What follows belongs to an exercise in optimizing a design on an open flow for small area, a short achievable clock period and few clock cycles per item; a production flow would make more cautious choices. Function was checked by simulation only, so behaviour that the tests miss may differ from the original. No activity file was given, so power comes from the tool's default toggle rates.

Setup of run A:
## rpa_pkt
module rpa_pkt #(
    parameter N = 128,     
    parameter B = 5000     
) (
    input             clk,
    input             rst,
    input             p_req_valid,
    output            p_req_ready,
    input      [31:0] p_req_data,
    output reg        p_rsp_valid,
    output reg [2:0]  p_rsp_status,
    input             c_req_valid,
    output reg        c_req_ready,
    input      [31:0] c_req_data,
    output reg        c_rsp_valid,
    output reg [2:0]  c_rsp_status,
    output reg        tx_enable,
    input             tx_ready,
    output            tx_send,
    output reg [7:0]  tx_data,
    input             tx_complete,
    input             rx_avail,
    output            rx_take,
    input      [7:0]  rx_data,
    input      [7:0]  ts_in
);
    localparam BW = (B <= 1) ? 1 : $clog2(B);
    localparam CW = $clog2(N);           
    localparam OPC_INIT   = 4'h1;
    localparam OPC_STORE  = 4'h2;
    localparam OPC_FLUSH1 = 4'h3;
    localparam OPC_FLUSHB = 4'h4;
    localparam ST_OK       = 3'd0;
    localparam ST_NOT_INIT = 3'd1;
    localparam ST_DISABLED = 3'd2;
    localparam ST_FULL     = 3'd3;
    localparam ST_EMPTY    = 3'd4;
    localparam ST_TIMEOUT  = 3'd5;
    localparam P_IDLE  = 2'd0;
    localparam P_POLL  = 2'd1;
    localparam P_PUSH  = 2'd2;
    localparam P_DRAIN = 2'd3;
    localparam C_IDLE  = 3'd0;
    localparam C_POLL1 = 3'd1;    
    localparam C_CHK   = 3'd2;    
    localparam C_LOOP  = 3'd3;    
    localparam C_SEND  = 3'd4;    
    localparam C_CMPL  = 3'd5;    
    reg          init;
    reg          gate;
    reg [1:0]    wc;
    reg [CW-1:0] used;            
    reg [1:0]    p_state;
    reg [15:0]   p_rem;           
    reg          p_kz;            
    reg          p_big;           
    reg [CW-1:0] p_k;             
    reg [2:0]    p_status;
    reg [2:0]    c_state;
    reg          c_mode_buf;      
    reg          c_first;         
    reg [2:0]    idx;             
    reg [BW-1:0] budget;
    reg [39:0]   e0, e1;
    reg          f0, f1;
    reg          cur;
    reg          fl_send;         
    reg          fl_last;         
  ...
export LEC_CHECK = 0
export ABC_CLOCK_PERIOD_IN_PS = 1000
export CAP_MARGIN = 20
export CORE_MARGIN = 2
export CORE_UTILIZATION = 60
export CTS_BUF_LIST = sky130_fd_sc_hd__clkbuf_16
export CTS_CLUSTER_DIAMETER = 80
export CTS_CLUSTER_SIZE = 30
export SLEW_MARGIN = 20
export SYNTH_MEMORY_MAX_BITS = 8192
create_clock -name core_clock -period 10.0 [get_ports {clk}]
standard.sh (not shown) runs the stock make flow with config.mk's settings and CLKGATE_MAP_FILE= SYNTH_SCRIPT=/design/flow/synth_recipe.tcl, a recipe that flattens the netlist after the stock synthesis.
==> flow/flow/run.sh <==
#!/bin/bash
# Standard synthesis unchanged, then the standard layout with a larger
# setup slack margin for the timing repair after CTS and global routing
# and gate sizing not limited to the same cell footprint.
set -euo pipefail
MARGIN=${MARGIN:-5.6}
bash standard.sh synth > synth.log 2>&1
sed "s/CLKGATE_MAP_FILE= /CLKGATE_MAP_FILE= SETUP_SLACK_MARGIN=$MARGIN /" standard.sh > standard_margin.sh
bash standard_margin.sh finish > layout.log 2>&1
Run A | status: complete | timing, DRC, antenna: pass
Testbench counts of run A, summed over its fixed seeds: cycles 13,955, items 1,920.
Input changes introduced in run B (baseline for comparison: run A):
- changing ABC_CLOCK_PERIOD_IN_PS from 1000 to 4000
==> flow/flow/run.sh <==
#!/bin/bash
# Standard synthesis unchanged, then the standard layout with a larger
# setup slack margin for the timing repair after CTS and global routing.
set -euo pipefail
MARGIN=${MARGIN:-5.6}
bash standard.sh synth > synth.log 2>&1
sed "s/CLKGATE_MAP_FILE= /CLKGATE_MAP_FILE= SETUP_SLACK_MARGIN=$MARGIN /" standard.sh > standard_margin.sh
bash standard_margin.sh finish > layout.log 2>&1
Findings:
As far as global-route wire length before repair goes, run A and run B are indistinguishable; the numbers are identical. Run B vs. run A: count of buffers not belonging to the clock network in the layout held, die footprint held steady, biggest cell delay along the critical path held.
diff inputs: run B => run C
- CORE_UTILIZATION changed from 60 to 70
==> comparison <==
- Comparing fraction of area in registers for run C and run B, the bigger number came from run C.
- Comparing run C with run B, the net load switching power came out essentially unchanged.
- The run showing the smaller routed via count is run B.
- When run C is set beside run B, its detailed-routing iteration count for the pre-antenna-repair pass turns out to be 2 smaller.
- Maximum vdd drop: higher on run C
- [compare] base=run B new=run C: number of placed instances, taps included decreased 3.5%, post-route standard cell area excluding fillers decreased about 0.5%, post-route core utilization increased 11 points.
- As far as internal power contribution is concerned, run C and run B perform about the same.

separate check: timing with driven ports:
In the flow no input, the clock included, has a driving cell. The finished layouts below were timed again as built, in two steps. Step 1, drivers: a clkbuf_16 drives clk and a buf_2 each remaining input, both assumed. Step 2 moves the port delays by t, midway between the first and last clock arrival at a register: inputs arrive t later, outputs are due t later. That takes back most of the time a late clock gives input paths. Slacks: ideal / step 1 / step 2; pairs: ideal / step 1.
| run | t, ns | setup WS [ns] | worst data-port slew with drivers (ns) |
|---|---|---|---|
| run A | 0.927 | 5.322 / 5.259 / 4.744 | 0.09 |
| run B | 0.927 | 5.322 / 5.259 / 4.744 | 0.09 |
| run C | 0.920 | 5.316 / 5.243 / 4.804 | 0.23 |
After both steps setup and hold are still met in every run listed.
